Source: an optimization exercise on an open RTL-to-GDS flow (aim: small area). Production flows keep margins and buffers that such runs may drop. The RTL of this run was laid out without a check of its function. Power figures rest on the tool's default switching activity, not on a simulated workload.

<file path="flow/config.mk">
export PLATFORM = sky130hd
export DESIGN_NAME = onewire_slave
export DESIGN_NICKNAME = onewire_slave
export VERILOG_FILES = /design/flow/design.v
export SDC_FILE = /design/flow/constraint.sdc
export NUM_CORES = 4
export LEC_CHECK = 0
export CAP_MARGIN = 20
export CORE_MARGIN = 2
export CORE_UTILIZATION = 40
export SLEW_MARGIN = 20
</file>
<file path="flow/constraint.sdc">
create_clock -name core_clock -period 10.0 [get_ports {clk}]
set_input_delay 2.0000 -clock core_clock [delete_from_list [all_inputs] [get_ports {clk}]]
set_output_delay 2.0000 -clock core_clock [all_outputs]
set_load 0.01 [all_outputs]
</file>
<file path="flow/design.v">
module onewire_slave (
    input  wire        clk,
    input  wire        rst_n,
    input  wire        dq_in,
    input  wire [63:0] rom_id,
    input  wire [7:0]  mem_rdata,
    input  wire        op_done,
    input  wire        isig_clr,
    output reg         dq_pd,
    output reg  [4:0]  mem_addr,
    output reg         mem_rd,
    output reg         mem_we,
    output reg  [7:0]  mem_wdata,
    output reg         op_req,
    output reg  [7:0]  op_code,
    output reg         bus_reset,
    output reg  [7:0]  isig_cnt
);
    localparam integer T_SAMPLE   = 30;
    localparam integer T_PDH      = 20;
    localparam integer T_PDL      = 80;
    localparam integer T_RST      = 400;
    localparam integer T_BUSY_ON  = 1;
    localparam integer T_BUSY_OFF = 30;
    localparam integer MEM_SIZE   = 23;
    localparam [15:0] CRC16_POLY_R = 16'h8408;
    localparam [15:0] CRC16_INIT   = 16'h0000;
    localparam [7:0]  CRC8_POLY_R  = 8'h8C;
    localparam [7:0]  CRC8_INIT    = 8'h00;
    localparam [4:0] IDLE        = 5'd0,
                     RST_LOW     = 5'd1,
                     PD_WAIT     = 5'd2,
                     PD_DRIVE    = 5'd3,
                     ROM_CMD     = 5'd4,
                     ROM_READ    = 5'd5,
                     ROM_MATCH   = 5'd6,
                     ROM_SEARCH  = 5'd7,
                     FN_CMD      = 5'd8,
                     FN_TA       = 5'd9,
                     FN_RD_DATA  = 5'd10,
                     FN_RD_CRC   = 5'd11,
                     FN_WR_DATA  = 5'd12,
                     FN_WR_CRC   = 5'd13,
                     FN_CONV_ARG = 5'd14,
                     FN_BUSY     = 5'd15,
                     FN_SCRATCH  = 5'd16;
    function [15:0] crc16_byte(input [15:0] c, input [7:0] b);
        integer i;
        reg [15:0] r;
        reg fb;
        begin
            r = c;
            for (i = 0; i < 8; i = i + 1) begin
                fb = r[0] ^ b[i];
                r = r >> 1;
                if (fb) r = r ^ CRC16_POLY_R;
            end
            crc16_byte = r;
        end
    endfunction
    function [7:0] crc8_byte(input [7:0] c, input [7:0] b);
        integer i;
        reg [7:0] r;
        reg fb;
        begin
            r = c;
            for (i = 0; i < 8; i = i + 1) begin
                fb = r[0] ^ b[i];
                r = r >> 1;
                if (fb) r = r ^ CRC8_POLY_R;
            end
            crc8_byte = r;
        end
    endfunction
    function page_end(input [7:0] a);
        page_end = (a[2:0] == 3'd7) || (a == MEM_SIZE - 1);
    endfunction
    reg [4:0]  phase;
    reg [7:0]  cmd;
    reg [7:0]  sr;
    reg [15:0] tx;
    reg [5:0]  bcnt;
    reg [1:0]  sstep;
    reg [3:0]  ncnt;
    reg [7:0]  addr;
    reg [15:0] crc16;
    reg [7:0]  crc8;
    reg        slot_act;
    reg [4:0]  slot_cnt;
    reg [6:0]  tmr;
    reg [8:0]  low_cnt;
    reg        dq_q;
    reg        op_done_seen;
    reg [4:0]  n_phase;
    reg [7:0]  n_cmd;
    reg [7:0]  n_sr;
    reg [15:0] n_tx;
    reg [5:0]  n_bcnt;
    reg [1:0]  n_sstep;
    reg [3:0]  n_ncnt;
    reg [7:0]  n_addr;
    reg [15:0] n_crc16;
    reg [7:0]  n_crc8;
    reg        n_slot_act;
    reg [4:0]  n_slot_cnt;
    reg [6:0]  n_tmr;
    reg [8:0]  n_low_cnt;
    reg        n_dq_q;
    reg        n_op_done_seen;
    reg        n_dq_pd;
    reg        n_op_req;
    reg [7:0]  n_op_code;
    reg        n_bus_reset;
    reg [7:0]  n_isig_cnt;
    reg        fall;
    reg        busy_start;
    reg        op_is_tx;
    reg        op_bit;
    reg        v;
    reg [7:0]  rx_byte;
    reg        rx_done;
    reg [15:0] c16;
    reg [7:0]  b;
    reg [1:0]  inc;
    always @* begin
        op_is_tx = 1'b0;
        op_bit   = 1'b1;
        case (phase)
            ROM_READ: begin
                op_is_tx = 1'b1;
                op_bit   = rom_id[bcnt];
            end
            ROM_SEARCH: begin
                if (sstep == 2'd0) begin
                    op_is_tx = 1'b1;
                    op_bit   = rom_id[bcnt];
                end else if (sstep == 2'd1) begin
                    op_is_tx = 1'b1;
                    op_bit   = ~rom_id[bcnt];
                end
            end
            FN_RD_DATA, FN_SCRATCH, FN_RD_CRC, FN_WR_CRC: begin
                op_is_tx = 1'b1;
                op_bit   = tx[bcnt[3:0]];
            end
            default: ;
        endcase
    end
    always @* begin
        n_phase        = phase;
        n_cmd          = cmd;
        n_sr           = sr;
        n_tx           = tx;
        n_bcnt         = bcnt;
        n_sstep        = sstep;
        n_ncnt         = ncnt;
        n_addr         = addr;
        n_crc16        = crc16;
        n_crc8         = crc8;
        n_slot_act     = slot_act;
        n_slot_cnt     = slot_cnt;
        n_tmr          = tmr;
        n_op_done_seen = op_done_seen;
        n_dq_pd        = dq_pd;
        n_op_req       = op_req;
        n_op_code      = op_code;
        n_isig_cnt     = isig_cnt;
        mem_addr  = 5'd0;
        mem_rd    = 1'b0;
        mem_we    = 1'b0;
        mem_wdata = 8'd0;
        v       = dq_in;
        rx_byte = {dq_in, sr[7:1]};
        rx_done = (bcnt == 6'd7);
        c16     = 16'd0;
        b       = 8'd0;
        fall        = dq_q & ~dq_in;
        n_dq_q      = dq_in;
        n_bus_reset = 1'b0;
        busy_start  = 1'b0;
        if (dq_in)
            n_low_cnt = 9'd0;
        else if (low_cnt == T_RST)
            n_low_cnt = low_cnt;
        else
            n_low_cnt = low_cnt + 9'd1;
        if (!dq_in && low_cnt == T_RST - 1) begin
            n_phase        = RST_LOW;
            n_cmd          = 8'd0;
            n_sr           = 8'd0;
            n_tx           = 16'd0;
            n_bcnt         = 6'd0;
            n_sstep        = 2'd0;
            n_ncnt         = 4'd0;
            n_addr         = 8'd0;
            n_crc16        = CRC16_INIT;
            n_crc8         = CRC8_INIT;
            n_slot_act     = 1'b0;
            n_slot_cnt     = 5'd0;
            n_tmr          = 7'd0;
            n_dq_pd        = 1'b0;
            n_op_req       = 1'b0;
            n_op_code      = 8'd0;
            n_op_done_seen = 1'b0;
            n_bus_reset    = 1'b1;
        end else begin
            case (phase)
                IDLE: ;
                RST_LOW: begin
                    if (dq_in) begin
                        n_phase = PD_WAIT;
                        n_tmr   = 7'd1;
                    end
                end
                PD_WAIT: begin
                    if (tmr == T_PDH - 1) begin
                        n_dq_pd = 1'b1;
                        n_phase = PD_DRIVE;
                        n_tmr   = 7'd1;
                    end else begin
                        n_tmr = tmr + 7'd1;
                    end
                end
                PD_DRIVE: begin
                    if (tmr == T_PDL) begin
                        n_dq_pd    = 1'b0;
                        n_phase    = ROM_CMD;
                        n_bcnt     = 6'd0;
                        n_sr       = 8'd0;
                        n_slot_act = 1'b0;
                    end else begin
                        n_tmr = tmr + 7'd1;
                    end
                end
                FN_BUSY: begin
                    if (op_done) n_op_done_seen = 1'b1;
                    if (!slot_act) begin
                        if (op_done_seen) begin
                            n_op_req       = 1'b0;
                            n_op_code      = 8'd0;
                            n_op_done_seen = 1'b0;
                            n_phase        = IDLE;
                        end else if (fall) begin
                            n_slot_act = 1'b1;
                            n_slot_cnt = 5'd1;
                            if (T_BUSY_ON == 0) begin
                                n_dq_pd    = 1'b1;
                                busy_start = 1'b1;
                            end
                        end
                    end else begin
                        if (slot_cnt == T_BUSY_ON) begin
                            n_dq_pd    = 1'b1;
                            busy_start = 1'b1;
                        end
                        if (slot_cnt == T_BUSY_OFF) begin
                            n_dq_pd    = 1'b0;
                            n_slot_act = 1'b0;
                            n_slot_cnt = 5'd0;
                        end else begin
                            n_slot_cnt = slot_cnt + 5'd1;
                        end
                    end
                end
                default: begin
                    if (!slot_act) begin
                        if (fall) begin
                            n_slot_act = 1'b1;
                            n_slot_cnt = 5'd1;
                            if (op_is_tx && !op_bit) n_dq_pd = 1'b1;
                        end
                    end else if (slot_cnt != T_SAMPLE) begin
                        n_slot_cnt = slot_cnt + 5'd1;
                    end else begin
                        n_dq_pd    = 1'b0;
                        n_slot_act = 1'b0;
                        n_slot_cnt = 5'd0;
                        case (phase)
                            ROM_CMD: begin
                                if (rx_done) begin
                                    n_bcnt = 6'd0;
                                    n_sr   = 8'd0;
                                    n_cmd  = rx_byte;
                                    case (rx_byte)
                                        8'h33: begin
                                            n_phase = ROM_READ;
                                            n_bcnt  = 6'd0;
                                        end
                                        8'h55: begin
                                            n_phase = ROM_MATCH;
                                            n_bcnt  = 6'd0;
                                        end
                                        8'hCC: begin
                                            n_phase = FN_CMD;
                                            n_bcnt  = 6'd0;
                                            n_sr    = 8'd0;
                                            n_crc16 = CRC16_INIT;
                                        end
                                        8'hF0: begin
                                            n_phase = ROM_SEARCH;
                                            n_bcnt  = 6'd0;
                                            n_sstep = 2'd0;
                                        end
                                        8'hEC: begin
                                            mem_addr = 5'd10;
                                            mem_rd   = 1'b1;
                                            if (mem_rdata[7] | mem_rdata[6]) begin
                                                n_phase = ROM_SEARCH;
                                                n_bcnt  = 6'd0;
                                                n_sstep = 2'd0;
                                            end else begin
                                                n_phase = IDLE;
                                            end
                                        end
                                        default: n_phase = IDLE;
                                    endcase
                                end else begin
                                    n_sr   = rx_byte;
                                    n_bcnt = bcnt + 6'd1;
                                end
                            end
                            ROM_READ: begin
                                if (bcnt == 6'd63) begin
                                    n_phase = FN_CMD;
                                    n_bcnt  = 6'd0;
                                    n_sr    = 8'd0;
                                    n_crc16 = CRC16_INIT;
                                end else begin
                                    n_bcnt = bcnt + 6'd1;
                                end
                            end
                            ROM_MATCH: begin
                                if (v != rom_id[bcnt]) begin
                                    n_phase = IDLE;
                                end else if (bcnt == 6'd63) begin
                                    n_phase = FN_CMD;
                                    n_bcnt  = 6'd0;
                                    n_sr    = 8'd0;
                                    n_crc16 = CRC16_INIT;
                                end else begin
                                    n_bcnt = bcnt + 6'd1;
                                end
                            end
                            ROM_SEARCH: begin
                                if (sstep < 2'd2) begin
                                    n_sstep = sstep + 2'd1;
                                end else if (v != rom_id[bcnt]) begin
                                    n_phase = IDLE;
                                end else if (bcnt == 6'd63) begin
                                    n_phase = FN_CMD;
                                    n_bcnt  = 6'd0;
                                    n_sr    = 8'd0;
                                    n_crc16 = CRC16_INIT;
                                end else begin
                                    n_bcnt  = bcnt + 6'd1;
                                    n_sstep = 2'd0;
                                end
                            end
                            FN_CMD: begin
                                if (rx_done) begin
                                    n_bcnt  = 6'd0;
                                    n_sr    = 8'd0;
                                    n_cmd   = rx_byte;
                                    n_crc16 = crc16_byte(crc16, rx_byte);
                                    case (rx_byte)
                                        8'hAA, 8'h55: begin
                                            n_phase = FN_TA;
                                            n_ncnt  = 4'd0;
                                        end
                                        8'h3C: begin
                                            n_phase = FN_CONV_ARG;
                                            n_ncnt  = 4'd0;
                                        end
                                        8'h44, 8'h48, 8'hB8: begin
                                            n_op_req       = 1'b1;
                                            n_op_code      = rx_byte;
                                            n_op_done_seen = 1'b0;
                                            n_phase        = FN_BUSY;
                                        end
                                        8'hBE: begin
                                            n_ncnt   = 4'd0;
                                            mem_addr = 5'd4;
                                            mem_rd   = 1'b1;
                                            n_crc8   = crc8_byte(CRC8_INIT, mem_rdata);
                                            n_tx     = {8'd0, mem_rdata};
                                            n_phase  = FN_SCRATCH;
                                        end
                                        default: n_phase = IDLE;
                                    endcase
                                end else begin
                                    n_sr   = rx_byte;
                                    n_bcnt = bcnt + 6'd1;
                                end
                            end
                            FN_TA: begin
                                if (rx_done) begin
                                    n_bcnt  = 6'd0;
                                    n_sr    = 8'd0;
                                    n_crc16 = crc16_byte(crc16, rx_byte);
                                    if (ncnt == 4'd0) begin
                                        n_addr = rx_byte;
                                        n_ncnt = 4'd1;
                                    end else begin
                                        n_ncnt = 4'd0;
                                        if (addr >= MEM_SIZE) begin
                                            n_phase = IDLE;
                                        end else if (cmd == 8'hAA) begin
                                            mem_addr = addr[4:0];
                                            mem_rd   = 1'b1;
                                            n_tx     = {8'd0, mem_rdata};
                                            n_phase  = FN_RD_DATA;
                                        end else begin
                                            n_phase = FN_WR_DATA;
                                        end
                                    end
                                end else begin
                                    n_sr   = rx_byte;
                                    n_bcnt = bcnt + 6'd1;
                                end
                            end
                            FN_RD_DATA: begin
                                if (bcnt == 6'd7) begin
                                    n_bcnt  = 6'd0;
                                    c16     = crc16_byte(crc16, tx[7:0]);
                                    n_crc16 = c16;
                                    if (page_end(addr)) begin
                                        n_tx    = c16;
                                        n_phase = FN_RD_CRC;
                                    end else begin
                                        n_addr   = addr + 8'd1;
                                        mem_addr = addr[4:0] + 5'd1;
                                        mem_rd   = 1'b1;
                                        n_tx     = {8'd0, mem_rdata};
                                    end
                                end else begin
                                    n_bcnt = bcnt + 6'd1;
                                end
                            end
                            FN_RD_CRC: begin
                                if (bcnt == 6'd15) begin
                                    n_bcnt  = 6'd0;
                                    n_crc16 = CRC16_INIT;
                                    if (addr == MEM_SIZE - 1) begin
                                        n_phase = IDLE;
                                    end else begin
                                        n_addr   = addr + 8'd1;
                                        mem_addr = addr[4:0] + 5'd1;
                                        mem_rd   = 1'b1;
                                        n_tx     = {8'd0, mem_rdata};
                                        n_phase  = FN_RD_DATA;
                                    end
                                end else begin
                                    n_bcnt = bcnt + 6'd1;
                                end
                            end
                            FN_WR_DATA: begin
                                if (rx_done) begin
                                    n_bcnt    = 6'd0;
                                    n_sr      = 8'd0;
                                    mem_addr  = addr[4:0];
                                    mem_we    = 1'b1;
                                    mem_wdata = rx_byte;
                                    c16       = crc16_byte(crc16, rx_byte);
                                    n_crc16   = c16;
                                    if (page_end(addr)) begin
                                        n_tx    = c16;
                                        n_phase = FN_WR_CRC;
                                    end else begin
                                        n_addr = addr + 8'd1;
                                    end
                                end else begin
                                    n_sr   = rx_byte;
                                    n_bcnt = bcnt + 6'd1;
                                end
                            end
                            FN_WR_CRC: begin
                                if (bcnt == 6'd15) begin
                                    n_bcnt  = 6'd0;
                                    n_crc16 = CRC16_INIT;
                                    if (addr == MEM_SIZE - 1) begin
                                        n_phase = IDLE;
                                    end else begin
                                        n_addr  = addr + 8'd1;
                                        n_sr    = 8'd0;
                                        n_phase = FN_WR_DATA;
                                    end
                                end else begin
                                    n_bcnt = bcnt + 6'd1;
                                end
                            end
                            FN_CONV_ARG: begin
                                if (rx_done) begin
                                    n_bcnt = 6'd0;
                                    n_sr   = 8'd0;
                                    if (ncnt == 4'd0) begin
                                        n_ncnt = 4'd1;
                                    end else begin
                                        n_ncnt         = 4'd0;
                                        n_op_req       = 1'b1;
                                        n_op_code      = 8'h3C;
                                        n_op_done_seen = 1'b0;
                                        n_phase        = FN_BUSY;
                                    end
                                end else begin
                                    n_sr   = rx_byte;
                                    n_bcnt = bcnt + 6'd1;
                                end
                            end
                            FN_SCRATCH: begin
                                if (bcnt == 6'd7) begin
                                    n_bcnt = 6'd0;
                                    if (ncnt == 4'd8) begin
                                        n_phase = IDLE;
                                    end else begin
                                        n_ncnt = ncnt + 4'd1;
                                        if (ncnt + 4'd1 == 4'd8) begin
                                            n_tx = {8'd0, crc8};
                                        end else begin
                                            if (ncnt + 4'd1 == 4'd1) begin
                                                mem_addr = 5'd5;
                                                mem_rd   = 1'b1;
                                                b        = mem_rdata;
                                            end else begin
                                                b = 8'd0;
                                            end
                                            n_crc8 = crc8_byte(crc8, b);
                                            n_tx   = {8'd0, b};
                                        end
                                    end
                                end else begin
                                    n_bcnt = bcnt + 6'd1;
                                end
                            end
                            default: ;
                        endcase
                    end
                end
            endcase
        end
        inc = {1'b0, fall} + {1'b0, busy_start};
        if (isig_clr)
            n_isig_cnt = {6'd0, inc};
        else
            n_isig_cnt = isig_cnt + {6'd0, inc};
        if (!rst_n) begin
            mem_addr  = 5'd0;
            mem_rd    = 1'b0;
            mem_we    = 1'b0;
            mem_wdata = 8'd0;
        end
    end
    always @(posedge clk) begin
        if (!rst_n) begin
            phase        <= IDLE;
            cmd          <= 8'd0;
            sr           <= 8'd0;
            tx           <= 16'd0;
            bcnt         <= 6'd0;
            sstep        <= 2'd0;
            ncnt         <= 4'd0;
            addr         <= 8'd0;
            crc16        <= CRC16_INIT;
            crc8         <= CRC8_INIT;
            slot_act     <= 1'b0;
            slot_cnt     <= 5'd0;
            tmr          <= 7'd0;
            low_cnt      <= 9'd0;
            dq_q         <= 1'b0;
            dq_pd        <= 1'b0;
            op_req       <= 1'b0;
            op_code      <= 8'd0;
            op_done_seen <= 1'b0;
            bus_reset    <= 1'b0;
            isig_cnt     <= 8'd0;
        end else begin
            phase        <= n_phase;
            cmd          <= n_cmd;
            sr           <= n_sr;
            tx           <= n_tx;
            bcnt         <= n_bcnt;
            sstep        <= n_sstep;
            ncnt         <= n_ncnt;
            addr         <= n_addr;
            crc16        <= n_crc16;
            crc8         <= n_crc8;
            slot_act     <= n_slot_act;
            slot_cnt     <= n_slot_cnt;
            tmr          <= n_tmr;
            low_cnt      <= n_low_cnt;
            dq_q         <= n_dq_q;
            dq_pd        <= n_dq_pd;
            op_req       <= n_op_req;
            op_code      <= n_op_code;
            op_done_seen <= n_op_done_seen;
            bus_reset    <= n_bus_reset;
            isig_cnt     <= n_isig_cnt;
        end
    end
endmodule
</file>
<file path="flow/run.sh">
#!/bin/bash
# synth_recipe.tcl (not shown) runs the flow's synth.tcl, then flattens the netlist and writes it again
# the make line also repeats each setting of config.mk as NAME=value (left out here)
make -C /OpenROAD-flow-scripts/flow DESIGN_CONFIG=/design/flow/config.mk WORK_HOME=/design/flow/orfs CLKGATE_MAP_FILE= SYNTH_SCRIPT=/design/flow/synth_recipe.tcl finish
</file>
==> metrics.cfg <==
[final_layout]
fillCellCount = 2307
regArea_um2 = 2460
layout.nets = 1378
design_area_um2 = 11300
multi_input_comb_area_um2 = 6470
drive_gt1_share_pct = 7.10
area_growth_pct = 19.9

[power]
vdd_drop_max_uv = 79.8
leakagePower_nw = 3.93
swShare_pct = 22.6
power_frac_clock_pct = 52.2
combPwrFrac_pct = 7.2
p_seq_share_pct = 40.6
power_density_nw_per_um2 = 107
internal-power_mw = 0.936
power.switching_mw = 0.274

[sta]
rsz0062_at_grt = false
fmax_mhz = 149
finalSetupViolCount = 0
fin_crit_sh_pct = 66.9
setup_ws_ns = 3.31
tightest_slew_ns = 1.07
report.final.hold_viol_count = 0
setup-tns-final_ns = 0
relSlewSlack_pct = 28.7
min_period_ns = 6.69
drv_slew = 0
fin_worst_skew_ns = 0.00997

[clock_network]
ctsResizeCount = 0
clk_pin_slew_worst_paths_ns = 0.05
cts-root-buf = clkbuf_16
cts.sinks = 123
ctsHoldBuffers = 0
tritoncts = done
insertion_delay_ns = 0.43
htree_num_levels = 4
post-cts-setup-buffer-count = 0
cts_buffer_depth = 2
cts-buffers-inserted = 17

[detailed_routing]
routed_wl_um = 31000
avgRoutedWirePerCell_um = 19.2
ant_nets = 0
drtIter0Drc = 1032
vias = 9455
drcViolationCount = 0
drt_pass1_iterations = 11
viasPerCell = 5.85

[placement]
gp_congestion = 0.980
io_buffer_count = 110
hpwl_um = 22100
placed_area_um2 = 10700
dp_slack_ns = 3.32

[die]
core_area_um2 = 23300
die_y_um = 157
start_util_pct = 40.4
die_w_um = 157
top_level_ports = 111
dieArea_um2 = 24800
num_rows = 56

[global_routing]
grt_util_all_layers_pct = 25.2
grt_max_degree = 76
grt_overflow = 0
grt_pass1_wl_um = 49000
antenna_found_initial = 1
grt_pass1_vias = 8886

[logic_synthesis]
ys_dominant_reg_cell = dfxtp_1
postSynth.asyncResetShare_pct = 0
syn_area_per_cell_um2 = 7.68
syn_area_um2 = 9410
seq_area_frac_synth_pct = 26.2
synth_warnings = 1
syn_inst = 1225
ys_types = 80
synth_edf_count = 0
ys_ff_latch = 123
syn_nets = 1320

[worst_setup_path]
cp_slowest_cell = clkdlybuf4s50_1
crit_type = in -> out
path_common_cell = clkdlybuf4s50_1
path_cells = clkdlybuf4s50_1 -> buf_4 -> and3_1 -> nand2_1 -> nor3_1 -> nor2_1 -> a31oi_1 -> o2111a_1 -> clkdlybuf4s50_1
critPathRequiredTime_ns = 8.00
worstPathMaxFanout = 20
slowest_delay_ns = 0.57
end_kind = output pin
arrival_ns = 4.69
cp-start-kind = input pin

[worst_hold_path]
hp-class = reg -> reg

[run_status]
status = no timing/DRC/antenna violations

[flow_run]
maxCapViolCount = 0

[cells by family after synthesis]
group / count (synthesis) / share of synthesized area, %
buf+inv: 120 / 5.39
simple gates: 486 / 25.1
compound gates: 308 / 21.8
fa+ha+maj: 18 / 2.47
xor+xnor: 95 / 8.84
flops: 123 / 26.2
mux: 75 / 10.3
[layout by cell type, fill, tap and decap left out, drive strengths merged, types with 6 or more instances in the layout]
cell / n
o211ai: 11
mux4: 17
nor2: 152
a2111oi: 6
ha: 17
clkbuf: 21
o22ai: 12
dfxtp: 123
xnor2: 60
nand3: 46
nand4: 14
o21ai: 85
and3: 14
clkdlybuf4s50: 110
a22oi: 12
a21o: 6
a211oi: 19
a21oi: 67
nor2b: 15
o221ai: 7
nand2b: 17
or3: 10
nand2: 122
mux2i: 55
nor3: 33
o21a: 6
xor2: 35
a31oi: 20
inv: 29
and2: 15
buf: 19
[cells in the mapped netlist, types with 4 or more instances]
cell / count / share of area, %
a211oi_1: 17 / 1.4
and2_1: 15 / 1.0
dfxtp_1: 123 / 26
a2111oi_0: 4 / 0.37
and4_1: 4 / 0.37
o21a_1: 6 / 0.48
nand2b_1: 17 / 1.1
a21o_1: 6 / 0.48
nor3_1: 33 / 1.8
nand3b_1: 4 / 0.32
o22ai_1: 12 / 0.80
a311oi_1: 4 / 0.37
and3b_1: 4 / 0.37
o211ai_1: 11 / 0.88
nor2_1: 152 / 6.1
nand4_1: 14 / 0.93
clkbuf_1: 63 / 2.5
nor4_1: 4 / 0.27
nor2b_1: 15 / 1.0
a22oi_1: 12 / 0.96
buf_1: 7 / 0.28
xnor2_1: 60 / 5.6
buf_6: 5 / 0.60
nor3b_1: 5 / 0.40
nand3_1: 46 / 2.4
a21oi_1: 67 / 3.6
o21ai_0: 84 / 4.5
buf_2: 15 / 0.80
o211a_1: 4 / 0.43
a222oi_1: 5 / 0.53
mux4_2: 17 / 4.1
o31ai_1: 5 / 0.40
inv_1: 28 / 1.1
xor2_1: 35 / 3.3
a221o_1: 5 / 0.53
or3_1: 10 / 0.66
or2_2: 5 / 0.33
o221ai_1: 7 / 0.65
a31oi_1: 20 / 1.3
nand2_1: 122 / 4.9
mux2i_1: 55 / 5.9
and3_1: 14 / 0.93
ha_1: 17 / 2.3
a21boi_0: 5 / 0.40
nand4b_1: 5 / 0.47
[power by group through the flow]
stage / Combinational [mW] / Clock, mW / Sequential (mW)
finish: 0.0866 / 0.633 / 0.492
global route: 0.0937 / 0.664 / 0.491
CTS: 0.0870 / 0.644 / 0.491
detailed placement: 0.0863 / 0 / 0.502
global placement: 0.0861 / 0 / 0.502
floorplan: 0.0429 / 0 / 0.502
[sequential cells by signal, indices dropped and copies added (netlist names), 2 cells and up]
register  cells
tmr           7
tx           16
bcnt          6
addr          8
crc8          8
sstep         2
cmd           8
crc16        16
low_cnt       9
ncnt          4
op_code       8
phase         5
sr            7
slot_cnt      5
isig_cnt      8
[per-layer routing]
layer	track usage, %	up-vias	wire (µm)
met3	5.78	59	2810
met5	0	-	0
met4	8.57	0	690
li1	-	4546	-
met1	35.4	4391	14300
met2	37.7	459	13200
[worst paths after layout]
kind         slack [ns]    endpoint       start  depth (start not counted)
min reg2reg        0.44  op_code[4]  op_code[4]                          2
max                3.31      mem_rd       dq_in                          9
max reg2reg        5.62       tx[3]    phase[1]                          7
min                0.44  op_code[4]  op_code[4]                          2
[final cells by class]
class	count	share of cell area (%)
clock buffer	21	3.99
sequential	123	21.8
timing repair buffer	129	11.0
tap	319	3.54
antenna	1	0.0222
multi-input combinational	982	57.3
clock inverter	11	1.28
inverter	30	0.998
[worst max-delay path: cells and delay by family]
kind,cells,cell delay (ns)
buffers and inverters,3,1.30
and+or+nand+nor,4,1.01
AOI/OAI and AO/OA,2,0.37
[stage by stage]
step	util (%)	cells	power, mW	hold WS [ns]
2_1_floorplan	-	1225	0.545	0.451
3_3_place_gp	45.9	1583	0.588	0.436
3_5_place_dp	45.9	1583	0.589	0.432
4_1_cts	48.5	1615	1.22	0.442
5_1_grt	48.5	1615	1.25	0.458
6_report	48.5	1616	1.21	0.439

-- port drivers added, routing unchanged --
How much do the figures lean on ideal ports? The routed layout below was timed once more, with nothing changed but the port constraints. Step 1, drivers: a clkbuf_16 drives clk and a buf_2 each remaining input, both assumed. Step 2 adds t to the input delays and takes it off the output delays; t is the mean of the earliest and latest rising clock arrival at the registers after step 1. Input paths then give back, and output paths get back, about the clock's delay inside the block. Slacks: ideal / step 1 / step 2; pairs: ideal / step 1.
t, ns: 0.472
slack for setup (ns): 3.307 / 3.286 / 3.286
hold WS [ns]: 0.439 / 0.439 / 0.439
After both steps this run still meets setup and hold. For this run, drivers alone change the setup slack by -0.021 ns; drivers and shift together by -0.021 ns.
